Context: an optimization exercise on an open-source flow, tuned for small area, a short achievable clock period and few clock cycles. The choices shown serve that exercise and are no tape-out recipe. At most, simulation tests tie the RTL to the original design; equivalence was not proved. Power is estimated from default activity; no workload was simulated.

==> module racebox_decoder, before the edit <==
module racebox_decoder (
    input  wire        clk,
    input  wire        rst,
    input  wire        in_valid,
    input  wire [7:0]  in_data,
    output wire        in_ready,
    output wire        frame_valid,
    output wire        ck_error,
    output wire [31:0] itow,
    output wire [15:0] year,
    output wire [7:0]  month,
    output wire [7:0]  day,
    output wire [7:0]  hour,
    output wire [7:0]  minute,
    output wire [7:0]  second,
    output wire [7:0]  validity_flags,
    output wire [31:0] time_accuracy,
    output wire [31:0] nanoseconds,
    output wire [7:0]  fix_status,
    output wire [7:0]  fix_status_flags,
    output wire [7:0]  date_time_flags,
    output wire [7:0]  num_svs,
    output wire [31:0] longitude,
    output wire [31:0] latitude,
    output wire [31:0] wgs_altitude,
    output wire [31:0] msl_altitude,
    output wire [31:0] horizontal_accuracy,
    output wire [31:0] vertical_accuracy,
    output wire [31:0] speed,
    output wire [31:0] heading,
    output wire [31:0] speed_accuracy,
    output wire [31:0] heading_accuracy,
    output wire [15:0] pdop,
    output wire [7:0]  lat_lon_flags,
    output wire [7:0]  battery_status,
    output wire [15:0] gforce_x,
    output wire [15:0] gforce_y,
    output wire [15:0] gforce_z,
    output wire [15:0] rot_rate_x,
    output wire [15:0] rot_rate_y,
    output wire [15:0] rot_rate_z
);
    localparam       NB   = 82;       
    localparam [7:0] CK_A0 = 8'h50;   
    localparam [7:0] CK_B0 = 8'h9F;   
    reg [7:0]      in_q;
    reg            v_q;
    reg [8*NB-1:0] sr_q;        
    reg [6:0]      fill_q;      
    reg            primed_q;    
    reg [2:0]      hst_q;       
    reg [7:0]      ca_q;        
    reg [7:0]      cb_q;        
    reg            fv_q, ce_q;
    assign in_ready = 1'b1;
    wire [7:0] b1   = sr_q[7:0];
    wire [7:0] b81  = primed_q ? sr_q[8*80 +: 8] : 8'd0;
    wire [7:0] b82  = sr_q[8*81 +: 8];
    wire cand  = v_q && (fill_q == 7'd87) && (hst_q == 3'd5) && (b82 == 8'h00);
    wire ck_ok = (b1 == ca_q) && (in_q == cb_q);
    wire [7:0] ca_n = ca_q + b1 - b81;
    wire [7:0] cb_n = cb_q + ca_n - {b81[3:0], 4'd0} - {b81[1:0], 6'd0} - CK_A0;
    reg [2:0] hst_n;
    always @(*) begin
        case (hst_q)
            3'd0: hst_n = (b82 == 8'hB5) ? 3'd1 : 3'd0;
            3'd1: hst_n = (b82 == 8'h62) ? 3'd2 : (b82 == 8'hB5) ? 3'd1 : 3'd0;
            3'd2: hst_n = (b82 == 8'hFF) ? 3'd3 : (b82 == 8'hB5) ? 3'd1 : 3'd0;
            3'd3: hst_n = (b82 == 8'h01) ? 3'd4 : (b82 == 8'hB5) ? 3'd1 : 3'd0;
            3'd4: hst_n = (b82 == 8'h50) ? 3'd5 : (b82 == 8'hB5) ? 3'd1 : 3'd0;
            default: hst_n = (b82 == 8'hB5) ? 3'd1 : 3'd0;
        endcase
    end
    always @(posedge clk) begin
        v_q <= in_valid && !rst;
        in_q <= in_data;
        if (v_q)
            sr_q[8*NB-1:8] <= sr_q[8*NB-9:0];
        if (rst)
            sr_q[7:0] <= 8'd0;
        else if (v_q)
            sr_q[7:0] <= in_q;
    end
    always @(posedge clk) begin
        if (rst) begin
            fill_q   <= 7'd0;
            primed_q <= 1'b0;
            hst_q    <= 3'd0;
            ca_q     <= CK_A0;
            cb_q     <= CK_B0;
        end else if (v_q) begin
            if (cand && ck_ok)
                fill_q <= 7'd0;
            else if (fill_q != 7'd87)
                fill_q <= fill_q + 7'd1;
            if (fill_q == 7'd79)
                primed_q <= 1'b1;
            hst_q <= hst_n;
            ca_q  <= ca_n;
            cb_q  <= cb_n;
        end
    end
    always @(posedge clk) begin
        fv_q <= !rst && cand && ck_ok;
        ce_q <= !rst && cand && !ck_ok;
    end
    assign frame_valid = fv_q;
    assign ck_error    = ce_q;
    wire [7:0] p [0:79];
    genvar g;
    generate
        for (g = 0; g < 80; g = g + 1) begin : g_payload
            assign p[g] = sr_q[8*(81 - g) +: 8];
        end
    endgenerate
    assign itow                = {p[3], p[2], p[1], p[0]};
    assign year                = {p[5], p[4]};
    assign month               = p[6];
    assign day                 = p[7];
    assign hour                = p[8];
    assign minute              = p[9];
    assign second              = p[10];
    assign validity_flags      = p[11];
    assign time_accuracy       = {p[15], p[14], p[13], p[12]};
    assign nanoseconds         = {p[19], p[18], p[17], p[16]};
    assign fix_status          = p[20];
    assign fix_status_flags    = p[21];
    assign date_time_flags     = p[22];
    assign num_svs             = p[23];
    assign longitude           = {p[27], p[26], p[25], p[24]};
    assign latitude            = {p[31], p[30], p[29], p[28]};
    assign wgs_altitude        = {p[35], p[34], p[33], p[32]};
    assign msl_altitude        = {p[39], p[38], p[37], p[36]};
    assign horizontal_accuracy = {p[43], p[42], p[41], p[40]};
    assign vertical_accuracy   = {p[47], p[46], p[45], p[44]};
    assign speed               = {p[51], p[50], p[49], p[48]};
    assign heading             = {p[55], p[54], p[53], p[52]};
    assign speed_accuracy      = {p[59], p[58], p[57], p[56]};
    assign heading_accuracy    = {p[63], p[62], p[61], p[60]};
    assign pdop                = {p[65], p[64]};
    assign lat_lon_flags       = p[66];
    assign battery_status      = p[67];
    assign gforce_x            = {p[69], p[68]};
    assign gforce_y            = {p[71], p[70]};
    assign gforce_z            = {p[73], p[72]};
    assign rot_rate_x          = {p[75], p[74]};
    assign rot_rate_y          = {p[77], p[76]};
    assign rot_rate_z          = {p[79], p[78]};
endmodule
export LEC_CHECK = 0
export CAP_MARGIN = 20
export CORE_MARGIN = 2
export CORE_UTILIZATION = 60
export SLEW_MARGIN = 20
create_clock -name core_clock -period 100.0 [get_ports {clk}]
standard.sh (not shown) runs the stock make flow with config.mk's settings and CLKGATE_MAP_FILE= SYNTH_SCRIPT=/design/flow/synth_recipe.tcl, a recipe that flattens the netlist after the stock synthesis.
==> flow/flow/run.sh <==
#!/bin/bash
# Standard ORFS layout with the smallest buffer on each port and a clock
# tree of mid-size buffers without dummy loads.
set -euo pipefail
export BUFFER_PORTS_ARGS="-buffer_cell sky130_fd_sc_hd__buf_1"
export CTS_ARGS="-sink_clustering_enable -repair_clock_nets -dont_use_dummy_load -buf_list sky130_fd_sc_hd__clkbuf_8 -sink_clustering_size 16 -sink_clustering_max_diameter 50"
bash standard.sh > flow_make.log 2>&1
Change:
--- a/flow/design.v
+++ b/flow/design.v
@@ -71,11 +71,12 @@
             default: hst_n = (b82 == 8'hB5) ? 3'd1 : 3'd0;
         endcase
     end
     always @(posedge clk) begin
         v_q <= in_valid && !rst;
-        in_q <= in_data;
+        if (in_valid)
+            in_q <= in_data;
         if (v_q)
             sr_q[8*NB-1:8] <= sr_q[8*NB-9:0];
         if (rst)
             sr_q[7:0] <= 8'd0;
         else if (v_q)
- The new run completed without violations
- sequential share of layout area goes up by 0.27 points
- sequential power barely changes
- area after synthesis is about the same
- setup slack degrades by 5.7 ps
- wire length goes up by about 0.7%
- fmax is about the same
- die area stays flat
- cell area stays flat
- first-iteration DRC count rises by about 0.34%
- count of clock-buffer cells in the layout is lower by 3
- clock skew hardly moves
Testbench counts after the change, summed over its fixed seeds: cycles 100,212.
The RTL of the first run of this note was laid out without a check of its function.

run a:
The RTL this note starts from:
==> flow/design.v <==
module racebox_decoder (
    input  wire        clk,
    input  wire        rst,
    input  wire        in_valid,
    input  wire [7:0]  in_data,
    output wire        in_ready,
    output wire        frame_valid,
    output wire        ck_error,
    output wire [31:0] itow,
    output wire [15:0] year,
    output wire [7:0]  month,
    output wire [7:0]  day,
    output wire [7:0]  hour,
    output wire [7:0]  minute,
    output wire [7:0]  second,
    output wire [7:0]  validity_flags,
    output wire [31:0] time_accuracy,
    output wire [31:0] nanoseconds,
    output wire [7:0]  fix_status,
    output wire [7:0]  fix_status_flags,
    output wire [7:0]  date_time_flags,
    output wire [7:0]  num_svs,
    output wire [31:0] longitude,
    output wire [31:0] latitude,
    output wire [31:0] wgs_altitude,
    output wire [31:0] msl_altitude,
    output wire [31:0] horizontal_accuracy,
    output wire [31:0] vertical_accuracy,
    output wire [31:0] speed,
    output wire [31:0] heading,
    output wire [31:0] speed_accuracy,
    output wire [31:0] heading_accuracy,
    output wire [15:0] pdop,
    output wire [7:0]  lat_lon_flags,
    output wire [7:0]  battery_status,
    output wire [15:0] gforce_x,
    output wire [15:0] gforce_y,
    output wire [15:0] gforce_z,
    output wire [15:0] rot_rate_x,
    output wire [15:0] rot_rate_y,
    output wire [15:0] rot_rate_z
);
    localparam       NB   = 82;       
    localparam [7:0] CK_A0 = 8'h50;   
    localparam [7:0] CK_B0 = 8'h9F;   
    reg [7:0]      in_q;
    reg            v_q;
    reg [8*NB-1:0] sr_q;        
    reg [6:0]      fill_q;      
    reg            primed_q;    
    reg [2:0]      hst_q;       
    reg [7:0]      ca_q;        
    reg [7:0]      cb_q;        
    reg            fv_q, ce_q;
    assign in_ready = 1'b1;
    wire [7:0] b1   = sr_q[7:0];
    wire [7:0] b81  = primed_q ? sr_q[8*80 +: 8] : 8'd0;
    wire [7:0] b82  = sr_q[8*81 +: 8];
    wire cand  = v_q && (fill_q == 7'd87) && (hst_q == 3'd5) && (b82 == 8'h00);
    wire ck_ok = (b1 == ca_q) && (in_q == cb_q);
    wire [7:0] ca_n = ca_q + b1 - b81;
    wire [7:0] cb_n = cb_q + ca_n - {b81[3:0], 4'd0} - {b81[1:0], 6'd0} - CK_A0;
    reg [2:0] hst_n;
    always @(*) begin
        case (hst_q)
            3'd0: hst_n = (b82 == 8'hB5) ? 3'd1 : 3'd0;
            3'd1: hst_n = (b82 == 8'h62) ? 3'd2 : (b82 == 8'hB5) ? 3'd1 : 3'd0;
            3'd2: hst_n = (b82 == 8'hFF) ? 3'd3 : (b82 == 8'hB5) ? 3'd1 : 3'd0;
            3'd3: hst_n = (b82 == 8'h01) ? 3'd4 : (b82 == 8'hB5) ? 3'd1 : 3'd0;
            3'd4: hst_n = (b82 == 8'h50) ? 3'd5 : (b82 == 8'hB5) ? 3'd1 : 3'd0;
            default: hst_n = (b82 == 8'hB5) ? 3'd1 : 3'd0;
        endcase
    end
    always @(posedge clk) begin
        v_q <= in_valid && !rst;
        if (in_valid)
            in_q <= in_data;
        if (v_q)
            sr_q[8*NB-1:8] <= sr_q[8*NB-9:0];
        if (rst)
            sr_q[7:0] <= 8'd0;
        else if (v_q)
            sr_q[7:0] <= in_q;
    end
    always @(posedge clk) begin
        if (rst) begin
            fill_q   <= 7'd0;
            primed_q <= 1'b0;
            hst_q    <= 3'd0;
            ca_q     <= CK_A0;
            cb_q     <= CK_B0;
        end else if (v_q) begin
            if (cand && ck_ok)
                fill_q <= 7'd0;
            else if (fill_q != 7'd87)
                fill_q <= fill_q + 7'd1;
            if (fill_q == 7'd79)
                primed_q <= 1'b1;
            hst_q <= hst_n;
            ca_q  <= ca_n;
            cb_q  <= cb_n;
        end
    end
    always @(posedge clk) begin
        fv_q <= !rst && cand && ck_ok;
        ce_q <= !rst && cand && !ck_ok;
    end
    assign frame_valid = fv_q;
    assign ck_error    = ce_q;
    wire [7:0] p [0:79];
    genvar g;
    generate
        for (g = 0; g < 80; g = g + 1) begin : g_payload
            assign p[g] = sr_q[8*(81 - g) +: 8];
        end
    endgenerate
    assign itow                = {p[3], p[2], p[1], p[0]};
    assign year                = {p[5], p[4]};
    assign month               = p[6];
    assign day                 = p[7];
    assign hour                = p[8];
    assign minute              = p[9];
    assign second              = p[10];
    assign validity_flags      = p[11];
    assign time_accuracy       = {p[15], p[14], p[13], p[12]};
    assign nanoseconds         = {p[19], p[18], p[17], p[16]};
    assign fix_status          = p[20];
    assign fix_status_flags    = p[21];
    assign date_time_flags     = p[22];
    assign num_svs             = p[23];
    assign longitude           = {p[27], p[26], p[25], p[24]};
    assign latitude            = {p[31], p[30], p[29], p[28]};
    assign wgs_altitude        = {p[35], p[34], p[33], p[32]};
    assign msl_altitude        = {p[39], p[38], p[37], p[36]};
    assign horizontal_accuracy = {p[43], p[42], p[41], p[40]};
    assign vertical_accuracy   = {p[47], p[46], p[45], p[44]};
    assign speed               = {p[51], p[50], p[49], p[48]};
    assign heading             = {p[55], p[54], p[53], p[52]};
    assign speed_accuracy      = {p[59], p[58], p[57], p[56]};
    assign heading_accuracy    = {p[63], p[62], p[61], p[60]};
    assign pdop                = {p[65], p[64]};
    assign lat_lon_flags       = p[66];
    assign battery_status      = p[67];
    assign gforce_x            = {p[69], p[68]};
    assign gforce_y            = {p[71], p[70]};
    assign gforce_z            = {p[73], p[72]};
    assign rot_rate_x          = {p[75], p[74]};
    assign rot_rate_y          = {p[77], p[76]};
    assign rot_rate_z          = {p[79], p[78]};
endmodule
==> flow/config.mk <==
export PLATFORM = sky130hd
export DESIGN_NAME = racebox_decoder
export DESIGN_NICKNAME = racebox_decoder
export VERILOG_FILES = /design/flow/design.v
export SDC_FILE = /design/flow/constraint.sdc
export NUM_CORES = 4
export LEC_CHECK = 0
export CAP_MARGIN = 20
export CORE_MARGIN = 2
export CORE_UTILIZATION = 30
export SLEW_MARGIN = 20
==> flow/constraint.sdc <==
create_clock -name core_clock -period 100.0 [get_ports {clk}]
set_input_delay 20.0000 -clock core_clock [delete_from_list [all_inputs] [get_ports {clk}]]
set_output_delay 20.0000 -clock core_clock [all_outputs]
set_load 0.01 [all_outputs]
run.sh (not shown) runs the stock make flow with config.mk's settings and CLKGATE_MAP_FILE= SYNTH_SCRIPT=/design/flow/synth_recipe.tcl, a recipe that flattens the netlist after the stock synthesis.
Stock flow here: none of the scripts above is used.
Every stage of the flow completed for run a, and the final layout passed the timing, design-rule and antenna checks.
Testbench counts of run a, summed over its fixed seeds: cycles 100,212.
Here is what was changed in the inputs of run b compared with run a.
--- a/flow/design.v
+++ b/flow/design.v
@@ -40,73 +40,68 @@
     output wire [15:0] rot_rate_y,
     output wire [15:0] rot_rate_z
 );
     localparam       NB   = 82;       
     localparam [7:0] CK_A0 = 8'h50;   
     localparam [7:0] CK_B0 = 8'h9F;   
-    reg [7:0]      in_q;
-    reg            v_q;
-    reg [8*NB-1:0] sr_q;        
+    reg [8*NB-1:0] sr_q;
     reg [6:0]      fill_q;      
     reg            primed_q;    
     reg [2:0]      hst_q;       
     reg [7:0]      ca_q;        
     reg [7:0]      cb_q;        
     reg            fv_q, ce_q;
     assign in_ready = 1'b1;
-    wire [7:0] b1   = sr_q[7:0];
-    wire [7:0] b81  = primed_q ? sr_q[8*80 +: 8] : 8'd0;
-    wire [7:0] b82  = sr_q[8*81 +: 8];
-    wire cand  = v_q && (fill_q == 7'd87) && (hst_q == 3'd5) && (b82 == 8'h00);
-    wire ck_ok = (b1 == ca_q) && (in_q == cb_q);
-    wire [7:0] ca_n = ca_q + b1 - b81;
-    wire [7:0] cb_n = cb_q + ca_n - {b81[3:0], 4'd0} - {b81[1:0], 6'd0} - CK_A0;
+    wire [7:0] b0   = sr_q[7:0];
+    wire [7:0] b80  = primed_q ? sr_q[8*80 +: 8] : 8'd0;
+    wire [7:0] b81  = sr_q[8*81 +: 8];
+    wire cand  = in_valid && (fill_q == 7'd87) && (hst_q == 3'd5) && (b81 == 8'h00);
+    wire ck_ok = (b0 == ca_q) && (in_data == cb_q);
+    wire [7:0] ca_n = ca_q + b0 - b80;
+    wire [7:0] cb_n = cb_q + ca_n - {b80[3:0], 4'd0} - {b80[1:0], 6'd0} - CK_A0;
     reg [2:0] hst_n;
     always @(*) begin
         case (hst_q)
-            3'd0: hst_n = (b82 == 8'hB5) ? 3'd1 : 3'd0;
-            3'd1: hst_n = (b82 == 8'h62) ? 3'd2 : (b82 == 8'hB5) ? 3'd1 : 3'd0;
-            3'd2: hst_n = (b82 == 8'hFF) ? 3'd3 : (b82 == 8'hB5) ? 3'd1 : 3'd0;
-            3'd3: hst_n = (b82 == 8'h01) ? 3'd4 : (b82 == 8'hB5) ? 3'd1 : 3'd0;
-            3'd4: hst_n = (b82 == 8'h50) ? 3'd5 : (b82 == 8'hB5) ? 3'd1 : 3'd0;
-            default: hst_n = (b82 == 8'hB5) ? 3'd1 : 3'd0;
+            3'd0: hst_n = (b81 == 8'hB5) ? 3'd1 : 3'd0;
+            3'd1: hst_n = (b81 == 8'h62) ? 3'd2 : (b81 == 8'hB5) ? 3'd1 : 3'd0;
+            3'd2: hst_n = (b81 == 8'hFF) ? 3'd3 : (b81 == 8'hB5) ? 3'd1 : 3'd0;
+            3'd3: hst_n = (b81 == 8'h01) ? 3'd4 : (b81 == 8'hB5) ? 3'd1 : 3'd0;
+            3'd4: hst_n = (b81 == 8'h50) ? 3'd5 : (b81 == 8'hB5) ? 3'd1 : 3'd0;
+            default: hst_n = (b81 == 8'hB5) ? 3'd1 : 3'd0;
         endcase
     end
     always @(posedge clk) begin
-        v_q <= in_valid && !rst;
         if (in_valid)
-            in_q <= in_data;
-        if (v_q)
             sr_q[8*NB-1:8] <= sr_q[8*NB-9:0];
         if (rst)
             sr_q[7:0] <= 8'd0;
-        else if (v_q)
-            sr_q[7:0] <= in_q;
+        else if (in_valid)
+            sr_q[7:0] <= in_data;
     end
     always @(posedge clk) begin
         if (rst) begin
             fill_q   <= 7'd0;
             primed_q <= 1'b0;
             hst_q    <= 3'd0;
             ca_q     <= CK_A0;
             cb_q     <= CK_B0;
-        end else if (v_q) begin
+        end else if (in_valid) begin
             if (cand && ck_ok)
                 fill_q <= 7'd0;
             else if (fill_q != 7'd87)
                 fill_q <= fill_q + 7'd1;
             if (fill_q == 7'd79)
                 primed_q <= 1'b1;
             hst_q <= hst_n;
             ca_q  <= ca_n;
             cb_q  <= cb_n;
         end
     end
     always @(posedge clk) begin
-        fv_q <= !rst && cand && ck_ok;
-        ce_q <= !rst && cand && !ck_ok;
+        fv_q <= cand && ck_ok;
+        ce_q <= cand && !ck_ok;
     end
     assign frame_valid = fv_q;
     assign ck_error    = ce_q;
     wire [7:0] p [0:79];
     genvar g;
     generate
Findings:
Compared to run a, run b has fewer flip-flops.
Cmp run b vs run a: amount of wire on met3 after detailed routing higher in run b
The fraction of the yosys area taken by sequential cells was comparable across run b and run a.
Relative max-transition margin: run b better than run a
Run a → run b: hold slack shrank by 0.0050 ns; relative contribution of the clock network to total power shrank by 2.1 points; number of flops mapped to enable cells by yosys shrank by 8; number of cell instances on the worst register-to-register path grew by 1.
Changes observed in run b relative to run a: switching fraction of total power went up 0.63 points; actual slew at the worst max-slew pin shrank by 0.043 ns; sequential power increased about 2%.
Testbench counts of run b, summed over its fixed seeds: cycles 100,208.

re-timing with driven ports:
The results above use ideal ports. As a check the final layouts listed here were re-extracted and re-timed, cells and wires unchanged. Step 1 sets driving cells, clkbuf_16 on the clock port and buf_2 on the other inputs (assumed; they add their load-dependent delay and slew). Step 2 also shifts input and output timing later by t, the mid clock arrival at the registers, as if the neighbouring blocks saw the same clock. Slacks: ideal ports / drivers / drivers and shift; pairs: ideal ports / drivers.
run	t, ns	slack for setup (ns)	latest minus earliest clock arrival (ns)
the first run of note 1	0.684	78.544 / 78.490 / 78.743	0.076 / 0.077
the second run of note 1	0.707	78.539 / 78.485 / 78.758	0.071 / 0.071
run a	0.681	78.180 / 78.120 / 77.860	0.033 / 0.034
run b	0.665	77.129 / 77.124 / 76.460	0.022 / 0.021
After both steps setup and hold are still met in every run listed. The setup slack of run b, which loses most, moves by -0.005 ns with the drivers and by -0.669 ns with both steps.
